This design comes from an exercise in tuning for small area, a short achievable clock period and few clock cycles per item on the open sky130 flow, not from production work.
In this exercise RTL edits were held to simulation tests only and were not proved equivalent to the original.
No activity file was given, so power comes from the tool's default toggle rates.

===== flow/config.mk =====
export PLATFORM = sky130hd
export DESIGN_NAME = boxblur_lane
export DESIGN_NICKNAME = boxblur_lane
export VERILOG_FILES = /design/flow/design.v
export SDC_FILE = /design/flow/constraint.sdc
export NUM_CORES = 4
export LEC_CHECK = 0
export CAP_MARGIN = 20
export CORE_MARGIN = 2
export CORE_UTILIZATION = 40
export PLACE_DENSITY = 0.6
export SLEW_MARGIN = 20

===== flow/constraint.sdc =====
create_clock -name core_clock -period 24.0 [get_ports {clk}]
set_input_delay 4.8000 -clock core_clock [delete_from_list [all_inputs] [get_ports {clk}]]
set_output_delay 4.8000 -clock core_clock [all_outputs]
set_load 0.01 [all_outputs]

===== flow/run.sh =====
#!/bin/bash
# synth_recipe.tcl (not shown) runs the flow's synth.tcl, then flattens the netlist and writes it again
# the make line also repeats each setting of config.mk as NAME=value (left out here)
make -C /OpenROAD-flow-scripts/flow DESIGN_CONFIG=/design/flow/config.mk WORK_HOME=/design/flow/orfs CLKGATE_MAP_FILE= SYNTH_SCRIPT=/design/flow/synth_recipe.tcl finish

===== flow/design.v =====
module fp32_add (
    input  wire [31:0] a,
    input  wire [31:0] b,
    output reg  [31:0] y
);
    localparam [31:0] QNAN = 32'h7FC00000;
    wire       sa = a[31];
    wire       sb = b[31];
    wire [7:0] ea = a[30:23];
    wire [7:0] eb = b[30:23];
    wire       a_nan = (ea == 8'hFF) && (a[22:0] != 0);
    wire       b_nan = (eb == 8'hFF) && (b[22:0] != 0);
    wire       a_inf = (ea == 8'hFF) && (a[22:0] == 0);
    wire       b_inf = (eb == 8'hFF) && (b[22:0] == 0);
    reg        s_big, s_small;
    reg  [7:0] e_big, e_small;
    reg [23:0] m_big, m_small;
    reg  [7:0] d;
    reg [26:0] mb_sh;
    reg        sticky;
    reg [27:0] sum;
    reg  [8:0] e;
    reg [26:0] m;
    reg  [4:0] lz;
    reg  [8:0] sh;
    reg [24:0] mr;
    reg        rnd;
    integer    i;
    always @* begin
        if (a[30:0] >= b[30:0]) begin
            s_big = sa; e_big = ea; m_big = {ea != 0, a[22:0]};
            s_small = sb; e_small = eb; m_small = {eb != 0, b[22:0]};
        end else begin
            s_big = sb; e_big = eb; m_big = {eb != 0, b[22:0]};
            s_small = sa; e_small = ea; m_small = {ea != 0, a[22:0]};
        end
        if (e_big == 0)   e_big = 8'd1;
        if (e_small == 0) e_small = 8'd1;
        d = e_big - e_small;
        if (d >= 8'd27) begin
            mb_sh  = 27'd0;
            sticky = (m_small != 0);
        end else begin
            mb_sh  = {m_small, 3'b000} >> d;
            sticky = (({m_small, 3'b000} & ~(27'h7FFFFFF << d)) != 0);
        end
        mb_sh[0] = mb_sh[0] | sticky;
        e = {1'b0, e_big};
        if (s_big == s_small)
            sum = {1'b0, m_big, 3'b000} + {1'b0, mb_sh};
        else
            sum = {1'b0, m_big, 3'b000} - {1'b0, mb_sh};
        if (sum[27]) begin
            m = sum[27:1] | {26'd0, sum[0]};
            e = e + 9'd1;
        end else begin
            m = sum[26:0];
        end
        lz = 5'd27;
        for (i = 0; i < 27; i = i + 1)
            if (m[i]) lz = 26 - i;
        sh = ({4'd0, lz} < e - 9'd1) ? {4'd0, lz} : e - 9'd1;
        m = m << sh;
        e = e - sh;
        rnd = m[2] & (m[1] | m[0] | m[3]);
        mr  = {1'b0, m[26:3]} + {24'd0, rnd};
        if (mr[24]) begin
            mr = mr >> 1;
            e  = e + 8'd1;
        end
        if (a_nan || b_nan || (a_inf && b_inf && (sa != sb)))
            y = QNAN;
        else if (a_inf)
            y = a;
        else if (b_inf)
            y = b;
        else if (sum == 0)
            y = {(sa & sb), 31'd0};
        else if (e >= 9'd255)
            y = {s_big, 8'hFF, 23'd0};
        else
            y = {s_big, (mr[23] ? e[7:0] : 8'd0), mr[22:0]};
    end
endmodule
module fp32_div_int (
    input  wire        clk,
    input  wire        rst,
    input  wire        start,
    input  wire [31:0] a,
    input  wire [4:0]  k,
    output reg         done,
    output reg  [31:0] y
);
    localparam [31:0] QNAN = 32'h7FC00000;
    reg        busy;
    reg  [5:0] bitcnt;
    reg [31:0] dividend;    
    reg [31:0] quo;
    reg  [5:0] rem;
    reg  [4:0] kd;
    reg        sgn;
    reg  [7:0] ex;          
    reg        special;     
    reg [31:0] special_y;
    wire [5:0] rem_sh = {rem[4:0], dividend[31]};
    wire       take   = (rem_sh >= {1'b0, kd});
    reg  [4:0] lead;
    reg  [4:0] sh;
    reg        normal;
    reg [31:0] q_sh;
    reg        guard, stk;
    reg [23:0] mant;
    reg [24:0] mant_r;
    reg [31:0] result_w;
    integer    i;
    always @* begin
        lead = 5'd0;
        for (i = 0; i < 32; i = i + 1)
            if (quo[i]) lead = i[4:0];
        normal = ({3'b000, lead} + {1'b0, ex}) >= 9'd32;
        if (normal) sh = lead - 5'd23;
        else        sh = 5'd9 - ex[4:0];
        q_sh  = quo >> sh;
        guard = quo[sh - 5'd1];
        stk   = ((quo & ~(32'hFFFFFFFF << (sh - 5'd1))) != 0) || (rem != 0);
        mant  = q_sh[23:0];
        mant_r = {1'b0, mant} + {24'd0, guard & (stk | mant[0])};
        if (normal)
            result_w = {sgn, 31'd0} + {1'b0, ({3'b000, lead} + {1'b0, ex} - 9'd32), 23'd0} + {7'd0, mant_r};
        else
            result_w = {sgn, 31'd0} + {7'd0, mant_r};
    end
    always @(posedge clk) begin
        if (rst) begin
            busy <= 1'b0;
            done <= 1'b0;
        end else begin
            done <= 1'b0;
            if (start) begin
                sgn      <= a[31];
                ex       <= (a[30:23] == 8'd0) ? 8'd1 : a[30:23];
                dividend <= {(a[30:23] != 8'd0), a[22:0], 8'd0};
                quo      <= 32'd0;
                rem      <= 6'd0;
                kd       <= k;
                bitcnt   <= 6'd0;
                busy     <= 1'b1;
                special  <= (a[30:0] == 31'd0) || (a[30:23] == 8'hFF);
                if (a[30:23] == 8'hFF && a[22:0] != 0)
                    special_y <= QNAN;
                else
                    special_y <= a;
            end else if (busy) begin
                if (special) begin
                    y    <= special_y;
                    done <= 1'b1;
                    busy <= 1'b0;
                end else if (bitcnt == 6'd32) begin
                    y    <= result_w;
                    done <= 1'b1;
                    busy <= 1'b0;
                end else begin
                    rem      <= take ? rem_sh - {1'b0, kd} : rem_sh;
                    quo      <= {quo[30:0], take};
                    dividend <= {dividend[30:0], 1'b0};
                    bitcnt   <= bitcnt + 6'd1;
                end
            end
        end
    end
endmodule
module boxblur_lane (
    input  wire        clk,
    input  wire        rst,         
    input  wire        start,       
    input  wire [4:0]  ksize,       
    input  wire        in_valid,
    input  wire [31:0] in_data,
    output wire        in_ready,
    output reg         out_valid,
    output reg  [31:0] out_data
);
    localparam MAXK = 29;
    localparam [2:0] S_IDLE = 3'd0,
                     S_SUB  = 3'd1,
                     S_ADD  = 3'd2,
                     S_DIV  = 3'd3,
                     S_WAIT = 3'd4;
    reg  [2:0] state;
    reg  [4:0] k;
    reg  [4:0] count;           
    reg [31:0] acc;             
    reg [31:0] x_in;            
    reg [31:0] x_out;           
    reg [31:0] hist [0:MAXK-1];  
    assign in_ready = (state == S_IDLE);
    wire [31:0] add_b = (state == S_SUB) ? {~x_out[31], x_out[30:0]} : x_in;
    wire [31:0] add_y;
    fp32_add u_add (.a(acc), .b(add_b), .y(add_y));
    reg         div_start;
    wire        div_done;
    wire [31:0] div_y;
    fp32_div_int u_div (
        .clk(clk), .rst(rst), .start(div_start),
        .a(acc), .k(k), .done(div_done), .y(div_y)
    );
    integer i;
    always @(posedge clk) begin
        if (rst) begin
            state     <= S_IDLE;
            k         <= 5'd1;
            count     <= 5'd0;
            acc       <= 32'd0;
            out_valid <= 1'b0;
            div_start <= 1'b0;
        end else begin
            out_valid <= 1'b0;
            div_start <= 1'b0;
            case (state)
                S_IDLE: begin
                    if (start) begin
                        k     <= ksize;
                        count <= 5'd0;
                        acc   <= 32'd0;
                    end else if (in_valid) begin
                        x_in  <= in_data;
                        x_out <= hist[k - 5'd1];
                        for (i = MAXK - 1; i > 0; i = i - 1)
                            hist[i] <= hist[i - 1];
                        hist[0] <= in_data;
                        if (count != 5'd31)
                            count <= count + 5'd1;
                        state <= (count >= k) ? S_SUB : S_ADD;
                    end
                end
                S_SUB: begin
                    acc   <= add_y;
                    state <= S_ADD;
                end
                S_ADD: begin
                    acc <= add_y;
                    if (count >= k) begin
                        div_start <= 1'b1;
                        state     <= S_DIV;
                    end else begin
                        state <= S_IDLE;
                    end
                end
                S_DIV: begin
                    state <= S_WAIT;
                end
                S_WAIT: begin
                    if (div_done) begin
                        out_valid <= 1'b1;
                        out_data  <= div_y;
                        state     <= S_IDLE;
                    end
                end
                default: state <= S_IDLE;
            endcase
        end
    end
endmodule

==> impl_metrics.json <==
{
  "grt_pass1_vias": 42300,
  "fin_skew_ns": 0.0683,
  "start_kind": "flip-flop",
  "rrSetupSlack_ns": 2.74,
  "crit_type": "flip-flop to flip-flop",
  "cts.path.max_buffers": 3,
  "num_vias": 44600,
  "setup_ws_ns": 2.74,
  "insertion_delay_ns": 0.76,
  "rsz0062_at_grt": "false",
  "ant_nets": 0,
  "finalInstanceArea_um2": 66700,
  "cp_slowest_cell": "a21oi_1",
  "ir_drop_uv": 65.0,
  "critical_path.max_stage_delay_ns": 0.80,
  "r2r_start": "state[0]",
  "clkTransAtPathRegs_ns": 0.07,
  "wl_per_cell_um": 28.3,
  "place_area_um2": 62900,
  "core_um2": 149000,
  "postCtsSetupRepairBufs": 0,
  "fp.dieW_um": 391,
  "clock_sinks": 1188,
  "setup_viol": 0,
  "dr.pass1.iters": 10,
  "first_iter_violations": 6280,
  "hold_violations": 0,
  "status": "finished clean",
  "period_share_pct": 88.6,
  "cpMostUsedCell": "a21oi_1",
  "leakage_nw": 22.3,
  "pre_cts_ws_ns": 3.11,
  "seq_area_frac_synth_pct": 58.7,
  "grt_max_degree": 84,
  "cts_tree": "yes",
  "tns_ns": 0,
  "cp.required_ns": 24.64,
  "die_y_um": 391,
  "grtUsageMet1_pct": 37.3,
  "io_pins": 75,
  "cts.root.buffer_cell": "clkbuf_16",
  "min_to": "out_data[31]",
  "tightest_slew_ns": 1.12,
  "cp-end-kind": "flip-flop",
  "final_net_count": 5105,
  "synth-seq-cells": 1188,
  "postCtsHoldBufs": 0,
  "final_cells": 6977,
  "period_minus_slack_ns": 21.26,
  "cp.arrival_ns": 21.90,
  "cp_max_fo": 58,
  "dp_cells": 6758,
  "drcViolationCount": 0,
  "worst_r2r_path_depth": 78,
  "relSlewSlack_pct": 24.9,
  "die_area_um2": 153000,
  "yosysWarnings": 4,
  "totalWireLength_um": 197000,
  "grt_overflow": 0,
  "port_buffers": 74,
  "fmax_mhz": 47.0,
  "holdPathStages": 0,
  "initial_core_util_pct": 40.2,
  "rows": 142,
  "grtUsageMet2_pct": 37.2,
  "async_flop_share_pct": 0,
  "grt_use_met3_pct": 4.83,
  "hpwl_um": 126000,
  "syn-cell-area_um2": 59900,
  "cts_buffers": 119,
  "pwr_density_cell_nw_per_um2": 88.5,
  "postSynthCellCount": 4946,
  "hold_class": "flip-flop to flip-flop",
  "via_per_inst": 6.40,
  "min_from": "u_div.y[31]",
  "antenna_found_initial": 4,
  "syn_to_final_growth_pct": 11.3,
  "drv_slew": 0,
  "ys_types": 131,
  "cap_viol_max_count": 0,
  "post_cts_resized": 0,
  "synthFlopType": "edfxtp_1",
  "htree_levels": 3,
  "globalplace.congestion": 0.983,
  "grt_pass1_wl_um": 288000,
  "drive_gt1_share_pct": 10.5,
  "grt-busiest-layer": "met1",
  "power_mw": 5.91,
  "avgSynthCellArea_um2": 12.1,
  "r2r-end": "acc[21]",
  "synth-edff-count": 1139,
  "track_usage_pct": 25.1
}
cells by family (layout without fill, tap and decap cells):
logic type / after synthesis / in the layout / synth area share (%)
multiplexers: 233 / 233 / 4.80
flip-flops: 1188 / 1188 / 58.7
other: 1 / 4 / 0.00626
AND/OR/NAND/NOR: 1402 / 1402 / 11.6
adder cells (fa/ha/maj): 133 / 133 / 2.84
AO/OA/AOI/OAI: 1393 / 1393 / 16.9
XOR/XNOR: 126 / 126 / 1.84
buffers and inverters: 470 / 554 / 3.24
synthesized netlist by cell type (44+ instances only):
library cell | n | share of area (%)
a211oi_1 | 60 | 0.75
a21o_1 | 45 | 0.56
a21oi_1 | 254 | 2.1
a221oi_1 | 112 | 1.6
a22o_1 | 100 | 1.5
a22oi_1 | 203 | 2.5
clkbuf_1 | 231 | 1.4
dfxtp_1 | 49 | 1.6
edfxtp_1 | 1139 | 57
ha_1 | 123 | 2.6
inv_1 | 141 | 0.88
mux2_2 | 61 | 1.1
mux2i_1 | 130 | 2.2
nand2_1 | 394 | 2.5
nand2b_1 | 44 | 0.46
nand3_1 | 141 | 1.2
nand4_1 | 109 | 1.1
nor2_1 | 309 | 1.9
nor2b_1 | 71 | 0.74
nor3_1 | 100 | 0.83
o21ai_0 | 175 | 1.5
xnor2_1 | 82 | 1.2
xor2_1 | 44 | 0.64
worst max path at each step:
| stage | startpoint | end | cells after the start |
|---|---|---|---|
| 2_1_floorplan | rst | hist[0][0] | 3 |
| 6_report | state[0] | acc[21] | 78 |
| 5_1_grt | state[0] | acc[21] | 78 |
| 3_3_place_gp | state[0] | acc[21] | 78 |
| 4_1_cts | state[0] | acc[21] | 78 |
| 3_5_place_dp | state[0] | acc[21] | 78 |
through the flow:
stage	hold WS, ns	utilization, %
after floorplan	0.400	-
after global placement	0.402	42.2
after detailed placement	0.406	42.2
after CTS	0.345	44.7
after global routing	0.388	44.7
final	0.375	44.7
registers in the layout, summed over array words and instances, names as in the netlist, 6 cells and up:
signal,flops
u_div.bitcnt,6
out_data,32
u_div.rem,6
u_div.quo,32
u_div.special_y,32
u_div.dividend,24
u_div.ex,8
hist,928
acc,32
u_div.y,32
x_out,32
layout by cell type (no fill, tap or decap), types with 42 or more instances in the layout:
cell type        synthesis  final
clkbuf_16                0    119
nor3_1                 100     98
nand2_1                394    394
nor2_1                 309    281
a21oi_1                254    253
o21ai_0                175    174
inv_1                  141    141
nand4_1                109    109
mux2i_1                130    130
nor2b_1                 71     70
a221oi_1               112    112
a21o_1                  45     45
a22o_1                 100    100
buf_4                   11    113
mux2_2                  61     61
nand2b_1                44     44
a211oi_1                60     60
xnor2_1                 82     80
xor2_1                  44     42
edfxtp_1              1139   1139
ha_1                   123    123
dfxtp_1                 49     48
o211ai_1                42     42
clkdlybuf4s50_1          0     74
a22oi_1                203    203
nand3_1                141    141
worst max-delay path, delay by kind of cell, from the launching register on:
kind | cells | cell delay, ns
AO/OA/AOI/OAI | 33 | 8.20
adder cells (fa/ha/maj) | 8 | 2.65
buffers and inverters | 10 | 2.55
flip-flops | 1 | 0.49
multiplexers | 3 | 1.13
AND/OR/NAND/NOR | 24 | 6.04
routing by layer:
layer / vias up / share of wire, %
met5: - / 0.0066
met4: 2 / 3.0
met3: 358 / 10
met2: 2602 / 43
met1: 22300 / 43
li1: 19400 / -
power breakdown:
group / internal [mW] / leakage [nW] / switching (mW)
combinational: 0.517 / 9.57 / 1.17
sequential: 2.35 / 10.9 / 0.0512
clock: 1.01 / 1.84 / 0.816
total: 3.87 / 22.3 / 2.03
area by class of cell:
type / instances / area, um2
fill: 13500 / 82500
sequential: 1188 / 35200
multi-input combinational: 3289 / 23200
clock buffer: 143 / 3070
tap: 1944 / 2430
timing repair buffer: 187 / 1590
clock inverter: 74 / 703
inverter: 150 / 571
antenna: 2 / 5.00
Testbench counts, summed over its fixed seeds: cycles 660,690, items 17,185.

[separate check: timing with driven ports]
No port has a modelled driver above. Below, the same layout with a new extraction and two added sets of constraints. Step 1: set_driving_cell puts a clkbuf_16 on clk and a buf_2 on each other input, an assumption about the parent block. Step 2 moves the port delays by t, midway between the first and last clock arrival at a register: inputs arrive t later, outputs are due t later. That takes back most of the time a late clock gives input paths. a / b / c = ideal / step 1 / step 2; a / b = the first two.
t, ns: 0.802
setup slack, ns: 2.735 / 2.735 / 2.735
hold WS [ns]: 0.375 / 0.375 / 0.375
worst data-port slew with drivers (ns): 0.16
After both steps this run still meets setup and hold. For this run, drivers alone change the setup slack by 0.000 ns; drivers and shift together by 0.000 ns.
